This is an optimization exercise on Yosys and OpenROAD, whose aim is small area, a short achievable clock period and few clock cycles per item, not a production implementation. The RTL of this run was laid out without a check of its function. Power is estimated from default activity; no workload was simulated.

===== flow/config.mk =====
export PLATFORM = sky130hd
export DESIGN_NAME = hdrs_dec
export DESIGN_NICKNAME = hdrs_dec
export VERILOG_FILES = /design/flow/design.v
export SDC_FILE = /design/flow/constraint.sdc
export NUM_CORES = 4
export LEC_CHECK = 0
export CAP_MARGIN = 20
export CORE_MARGIN = 2
export CORE_UTILIZATION = 40
export PLACE_DENSITY = 0.6
export SLEW_MARGIN = 20

===== flow/constraint.sdc =====
create_clock -name core_clock -period 8.0 [get_ports {clk}]
set_input_delay 1.6000 -clock core_clock [delete_from_list [all_inputs] [get_ports {clk}]]
set_output_delay 1.6000 -clock core_clock [all_outputs]
set_load 0.01 [all_outputs]

===== flow/design.v =====
module hdrs_dec (
    input  wire        clk,
    input  wire        rst,
    input  wire        cmd_valid,
    output wire        cmd_ready,
    input  wire        cmd_op,         
    input  wire        cmd_crc_init,   
    input  wire [4:0]  cmd_nsym,
    input  wire        in_valid,
    output wire        in_ready,
    input  wire [7:0]  in_data,
    output wire        val_valid,
    input  wire        val_ready,
    output wire [31:0] val_data,
    output wire        done,
    output wire [1:0]  done_code,      
    output wire [3:0]  done_sym,
    output wire [9:0]  done_info,
    output wire [4:0]  done_count,
    output wire [6:0]  done_bytes,
    output wire [31:0] done_crc
);
    localparam S_MAX = 16;
    localparam ST_IDLE   = 3'd0;
    localparam ST_BITMAP = 3'd1;
    localparam ST_FIELD  = 3'd2;
    localparam ST_PAY    = 3'd3;
    localparam ST_REFW   = 3'd4;
    localparam ST_OUT    = 3'd5;
    localparam ST_FIN    = 3'd6;
    localparam ST_DONE   = 3'd7;
    localparam OP_REF = 1'b0;
    localparam OP_DEC = 1'b1;
    localparam CODE_OK    = 2'd0;
    localparam CODE_BAD   = 2'd1;
    localparam CODE_RANGE = 2'd2;
    function [31:0] crc_update;
        input [31:0] st;
        input [7:0]  b;
        integer k;
        reg [31:0] c;
        begin
            c = st ^ {24'd0, b};
            for (k = 0; k < 8; k = k + 1)
                c = c[0] ? ((c >> 1) ^ 32'hEDB88320) : (c >> 1);
            crc_update = c;
        end
    endfunction
    reg [2:0]  state;
    reg        op;
    reg [4:0]  nsym;
    reg [4:0]  idx;
    reg [1:0]  bm_idx;      
    reg [15:0] bm;          
    reg [1:0]  sel;         
    reg [9:0]  bit_pos;     
    reg [9:0]  sel_pos;     
    reg [4:0]  count;
    reg [6:0]  byte_cnt;
    reg [31:0] crc;
    reg [1:0]  code;
    reg [3:0]  err_sym;
    reg [9:0]  err_info;
    reg [31:0] outv;
    reg [47:0] sbuf;        
    reg [5:0]  sbuf_cnt;
    reg [31:0] val_mem [0:S_MAX-1];
    reg [5:0] need;
    always @(*) begin
        case (state)
            ST_BITMAP: need = 6'd8;
            ST_FIELD:  need = (op == OP_DEC && bm[idx[3:0]]) ? 6'd2 : 6'd0;
            ST_PAY:    need = (sel == 2'd0) ? 6'd4 : ((sel == 2'd1) ? 6'd8 : 6'd32);
            ST_REFW:   need = 6'd32;
            default:   need = 6'd0;
        endcase
    end
    wire reading  = (state == ST_BITMAP) || (state == ST_FIELD) ||
                    (state == ST_PAY) || (state == ST_REFW);
    wire have     = (sbuf_cnt >= need);
    assign in_ready  = reading && !have;
    wire   in_fire   = in_valid && in_ready;
    wire [31:0] cur_val = val_mem[idx[3:0]];
    wire [31:0] f32     = sbuf[47:16];
    wire [31:0] f_sext  = (sel == 2'd0) ? {{28{sbuf[47]}}, sbuf[47:44]} :
                                          {{24{sbuf[47]}}, sbuf[47:40]};
    wire [32:0] x       = {cur_val[31], cur_val} + {f_sext[31], f_sext};
    wire        x_ovf   = (x[32] != x[31]);
    wire [31:0] new_val = (sel == 2'd2) ? f32 : x[31:0];
    reg [7:0] bm_byte_rev;
    integer j;
    always @(*) begin
        for (j = 0; j < 8; j = j + 1)
            bm_byte_rev[j] = sbuf[47 - j];
    end
    wire [2:0] nbm_bytes = (nsym + 5'd7) >> 3;
    assign cmd_ready  = (state == ST_IDLE);
    assign val_valid  = (state == ST_OUT);
    assign val_data   = outv;
    assign done       = (state == ST_DONE);
    assign done_code  = code;
    assign done_sym   = err_sym;
    assign done_info  = err_info;
    assign done_count = count;
    assign done_bytes = byte_cnt;
    assign done_crc   = crc ^ 32'hFFFFFFFF;
    wire cmd_fire = cmd_valid && cmd_ready;
    wire val_fire = val_valid && val_ready;
    wire bad_nsym = (cmd_nsym == 5'd0) || (cmd_nsym > S_MAX);
    always @(posedge clk) begin
        if (rst) begin
            state    <= ST_IDLE;
            crc      <= 32'hFFFFFFFF;
            sbuf_cnt <= 6'd0;
            code     <= CODE_OK;
        end else begin
            if (in_fire) begin
                sbuf     <= sbuf | ({in_data, 40'd0} >> sbuf_cnt);
                sbuf_cnt <= sbuf_cnt + 6'd8;
                crc      <= crc_update(crc, in_data);
                byte_cnt <= byte_cnt + 7'd1;
            end
            case (state)
                ST_IDLE: begin
                    if (cmd_fire) begin
                        op       <= cmd_op;
                        nsym     <= cmd_nsym;
                        idx      <= 5'd0;
                        bm_idx   <= 2'd0;
                        bm       <= 16'd0;
                        bit_pos  <= 10'd0;
                        count    <= 5'd0;
                        byte_cnt <= 7'd0;
                        sbuf     <= 48'd0;
                        sbuf_cnt <= 6'd0;
                        err_sym  <= 4'd0;
                        err_info <= 10'd0;
                        if (bad_nsym) begin
                            code  <= CODE_BAD;
                            state <= ST_DONE;
                        end else begin
                            code  <= CODE_OK;
                            if (cmd_crc_init)
                                crc <= 32'hFFFFFFFF;
                            state <= (cmd_op == OP_DEC) ? ST_BITMAP : ST_REFW;
                        end
                    end
                end
                ST_BITMAP: begin
                    if (have) begin
                        if (bm_idx == 2'd0) bm[7:0]  <= bm_byte_rev;
                        else                bm[15:8] <= bm_byte_rev;
                        sbuf     <= sbuf << 8;
                        sbuf_cnt <= sbuf_cnt - 6'd8;
                        bit_pos  <= bit_pos + 10'd8;
                        if ({1'b0, bm_idx} == nbm_bytes - 3'd1)
                            state <= ST_FIELD;
                        else
                            bm_idx <= bm_idx + 2'd1;
                    end
                end
                ST_FIELD: begin
                    if (!bm[idx[3:0]]) begin
                        outv  <= cur_val;
                        state <= ST_OUT;
                    end else if (have) begin
                        sbuf     <= sbuf << 2;
                        sbuf_cnt <= sbuf_cnt - 6'd2;
                        bit_pos  <= bit_pos + 10'd2;
                        sel_pos  <= bit_pos;
                        sel      <= sbuf[47:46];
                        if (sbuf[47:46] == 2'd3) begin
                            code     <= CODE_RANGE;
                            err_sym  <= idx[3:0];
                            err_info <= bit_pos;
                            state    <= ST_DONE;
                        end else begin
                            state <= ST_PAY;
                        end
                    end
                end
                ST_PAY: begin
                    if (have) begin
                        sbuf     <= sbuf << need;
                        sbuf_cnt <= sbuf_cnt - need;
                        bit_pos  <= bit_pos + {4'd0, need};
                        if (sel != 2'd2 && x_ovf) begin
                            code     <= CODE_RANGE;
                            err_sym  <= idx[3:0];
                            err_info <= sel_pos;
                            state    <= ST_DONE;
                        end else begin
                            val_mem[idx[3:0]] <= new_val;
                            outv  <= new_val;
                            count <= count + 5'd1;
                            state <= ST_OUT;
                        end
                    end
                end
                ST_REFW: begin
                    if (have) begin
                        sbuf     <= sbuf << 32;
                        sbuf_cnt <= sbuf_cnt - 6'd32;
                        bit_pos  <= bit_pos + 10'd32;
                        val_mem[idx[3:0]] <= f32;
                        outv  <= f32;
                        state <= ST_OUT;
                    end
                end
                ST_OUT: begin
                    if (val_fire) begin
                        if (idx == nsym - 5'd1) begin
                            state <= ST_FIN;
                        end else begin
                            idx   <= idx + 5'd1;
                            state <= (op == OP_DEC) ? ST_FIELD : ST_REFW;
                        end
                    end
                end
                ST_FIN: begin    
                    sbuf     <= 48'd0;
                    sbuf_cnt <= 6'd0;
                    state    <= ST_DONE;
                end
                default: begin   
                    state <= ST_IDLE;
                end
            endcase
        end
    end
endmodule

===== flow/run.sh =====
#!/bin/bash
# synth_recipe.tcl (not shown) runs the flow's synth.tcl, then flattens the netlist and writes it again
# the make line also repeats each setting of config.mk as NAME=value (left out here)
make -C /OpenROAD-flow-scripts/flow DESIGN_CONFIG=/design/flow/config.mk WORK_HOME=/design/flow/orfs CLKGATE_MAP_FILE= SYNTH_SCRIPT=/design/flow/synth_recipe.tcl finish

==> run summary <==
==> routing by layer <==
metal / wire, µm / global-route usage, % / vias up / share of wire (%)
met3: 8089 / 4.371 / 207 / 7.5
met1: 44330 / 32.15 / 12170 / 41
met4: 3387 / 7.298 / 0 / 3.2
met2: 51680 / 39.11 / 1109 / 48
met5: 0 / 0 / - / 0
li1: - / - / 10320 / -
==> Yosys cell counts, types with 33 or more instances <==
cell type | number | area [µm²]
mux4_2 | 165 | 3716
nor2_1 | 154 | 578.1
o21ai_0 | 163 | 815.8
inv_1 | 63 | 236.5
xor2_1 | 33 | 289.0
ha_1 | 54 | 675.7
o211ai_1 | 42 | 315.3
nand2_1 | 262 | 983.4
a22oi_1 | 41 | 307.8
a21oi_1 | 168 | 840.8
xnor2_1 | 105 | 919.6
o21ai_1 | 42 | 210.2
edfxtp_1 | 666 | 20000
clkbuf_1 | 144 | 540.5
mux2i_1 | 77 | 770.7
nor3_1 | 33 | 165.2
dfxtp_1 | 46 | 920.9
==> how the worst max path moves through the flow <==
stage	startpoint	to	slack, ps	cells past startpoint
after floorplan	flip-flop	val_mem[1][0]$_DFFE_PP_	-340	15
after global placement	flip-flop	val_mem[2][16]$_DFFE_PP_	1350	16
after detailed placement	flip-flop	val_mem[2][16]$_DFFE_PP_	1260	16
after CTS	flip-flop	val_mem[2][13]$_DFFE_PP_	1230	16
after global routing	flip-flop	val_mem[2][9]$_DFFE_PP_	880	16
final	flip-flop	val_mem[2][13]$_DFFE_PP_	1310	16
==> cell type report <==
| class | instances | area [µm²] |
|---|---|---|
| fill | 7599 | 46480 |
| inverter | 68 | 255.2 |
| clock buffer | 111 | 2180 |
| multi-input combinational | 1660 | 13110 |
| timing repair buffer | 208 | 1897 |
| clock inverter | 32 | 312.8 |
| sequential | 712 | 20930 |
| antenna | 1 | 2.502 |
| tap | 1155 | 1445 |
==> power breakdown <==
| group | switching (mW) | leakage (nW) | internal (mW) |
|---|---|---|---|
| logic | 6.00 | 6.12 | 3.32 |
| registers | 0.735 | 6.48 | 6.22 |
| clock network | 1.51 | 1.21 | 2.04 |
| total | 8.24 | 13.8 | 11.6 |
==> registers in the layout, summed over array words and instances, names as in the netlist, 9 cells and up, named ones only <==
register / count
bit_pos: 9
crc: 32
outv: 32
bm: 16
sel_pos: 9
sbuf: 48
err_info: 9
val_mem: 512
==> through the flow <==
stage | hold slack (ps) | TNS (ps) | power [mW] | area (µm²) | setup slack (ps)
finish | 455.6 | 0 | 19.83 | 40130 | 1310
global route | 479.0 | 0 | 20.85 | 40130 | 881.9
CTS | 459.1 | 0 | 19.79 | 40110 | 1227
detailed placement | 451.7 | 0 | 16.19 | 37620 | 1260
global placement | 445.0 | 0 | 16.02 | 37610 | 1346
floorplan | 424.4 | -44020 | 12.63 | 34890 | -344.2
==> tightest hold or removal path, delay by kind of cell (launching register included) <==
kind                   cells  cell delay (ps)
flip-flops                 1              310
buffers and inverters      1               50
AO/OA/AOI/OAI              1               50
==> kinds of logic (layout without fill, tap and decap cells) <==
logic type	count (synthesis)	count (layout)	share of synthesized area, %
buffers and inverters	250	419	2.844
xor gates and xnor gates	139	139	3.511
and+or+nand+nor	575	575	7.155
DFF	712	712	59.97
other	1	2	0.01075
AOI/OAI and AO/OA	635	635	11.19
adders and majority gates	57	57	2.109
muxes	253	253	13.22
==> impl_metrics.py <==
metrics = {
    "final_layout": {
        "mostFrequentLayoutCell": "edfxtp_1",
        "fin_cells": 3947,
        "final_layout_size_suffix_gt1_share_pct": 15.44,
        "layout_common_cells": "666 x edfxtp_1, 261 x nand2_1, 165 x mux4_2",
        "fin_util_pct": 46.34,
        "nets": 2806,
        "area_growth_pct": 15.05,
    },
    "logic_synthesis": {
        "synth-edff-count": 666,
        "synthCells": 2622,
        "async_flop_share_pct": 0,
        "synth.distinct_cells": 79,
        "ys_seq_area_share_pct": 59.97,
        "syn_area_per_cell_um2": 13.31,
        "synth_flop_cell": "edfxtp_1",
        "syn-num-nets": 2699,
        "yosysWarnings": 1,
        "ys_ff_latch": 712,
        "syn-cell-area_um2": 34890,
    },
    "power": {
        "peakVddDrop_v": 0.0002944,
        "powerDensity_nw_per_um2": 494.1,
        "leakagePower_nw": 13.82,
    },
    "critical_path": {
        "timing.rr.end": "val_mem[2][13]$_DFFE_PP_",
        "crit_chain": "buf_12 -> mux4_2 -> mux4_2 -> ha_1 -> o21ai_0 -> nor2_1 -> o41ai_1 -> a21oi_1 -> o31ai_2 -> o31ai_1 -> a21o_1 -> xnor2_1 -> buf_4 -> a311o_1 -> nor4_2 -> buf_4",
        "worst-endpoint-arrival_ps": 6950,
        "cp-end-kind": "flip-flop",
        "worstSetupPathType": "flip-flop to flip-flop",
        "crit_path_max_fanout": 32,
        "cp.required_ps": 8260,
        "path_buf_inv": 3,
        "path_delay_family": "compound AO/OA/AOI/OAI gates",
        "crit_path_top_delay_cell": "dfxtp_4",
        "ff2ff_path_depth": 16,
        "rrSetupSlack_ps": 1310,
        "cp-start-kind": "flip-flop",
        "slowest_delay_ps": 750,
    },
    "sta": {
        "period_share_pct": 83.62,
        "maxSlewViolCount": 0,
        "slew_headroom_pct": 24.29,
        "worstMarginPinSlew_ps": 1134,
        "setup_viol": 0,
        "fin_crit_ps": 6690,
        "max_freq_mhz": 149.5,
        "finalHoldViolations": 0,
        "rsz0062_at_grt": "false",
        "skew_ps": 34.29,
    },
    "clocking": {
        "cts_tree": "built",
        "clk_latency_ps": 650,
        "h-tree-depth": 3,
        "cts_made_buffers": 79,
        "postCtsHoldBufs": 0,
        "ctsLongestPathBuffers": 3,
        "cts_resized": 0,
        "clk_pin_slew_ps": 50,
        "cts_setup_buffers": 0,
        "cts.sinks": 712,
        "cts_root_buffer": "clkbuf_16",
    },
    "routing": {
        "vias": 23800,
        "drt-total-wl_um": 107500,
        "firstDrtPassIters": 7,
        "viasPerCell": 6.029,
        "drtIter0Drc": 2738,
        "wire_per_inst_um": 27.23,
        "final_antenna_net_count": 0,
        "drc": 0,
    },
    "global_route": {
        "grt_pass1_vias": 23570,
        "antenna_found_initial": 2,
        "grt_use_total_pct": 23.77,
        "grt_first_pass_wirelength_um": 158600,
        "overflow": 0,
        "grt_max_degree": 68,
    },
    "floorplan": {
        "die_area_um2": 89590,
        "core.rowCount": 108,
        "die_h_um": 299.3,
        "start_util_pct": 40.28,
        "chipWidth_um": 299.3,
        "core_area_um2": 86620,
        "ios": 116,
    },
    "place": {
        "dp_cells": 3803,
        "place.gp.congestion": 0.9190,
        "dpl.hpwl_um": 69840,
        "port_buffers": 114,
    },
    "worst_hold_path": {
        "hold_depth": 2,
        "hp-start": "code[1]$_SDFFE_PP0P_",
        "whs_endpoint": "code[1]$_SDFFE_PP0P_",
        "holdCritPathClass": "flip-flop to flip-flop",
    },
    "job": {
        "cap_violations": 0,
    },
    "outcome": {
        "outcome": "timing/DRC/antenna clean",
    },
}

-- afterwards: timing with drivers on the ports --
The flow's constraints put no driver on any port. The routed layout listed below was extracted and timed again, unchanged, in two steps. Step 1, drivers: a clkbuf_16 drives clk and a buf_2 each remaining input, both assumed. Step 2, shift: input delay + t, output delay - t, t = (earliest + latest rising clock arrival at the registers) / 2. This alone moves slack from input paths to output paths. a / b / c = ideal / step 1 / step 2; a / b = the first two.
t, ns: 0.693
slack for setup (ns): 1.310 / 1.310 / 1.310
clock arrival spread, ns: 0.034 / 0.035
worst data-port slew with drivers (ns): 0.04
cell pins on the clock port's net: 1
After both steps setup and hold are still met in this run. The setup slack of this run moves by 0.000 ns with the drivers and by 0.000 ns with both steps.
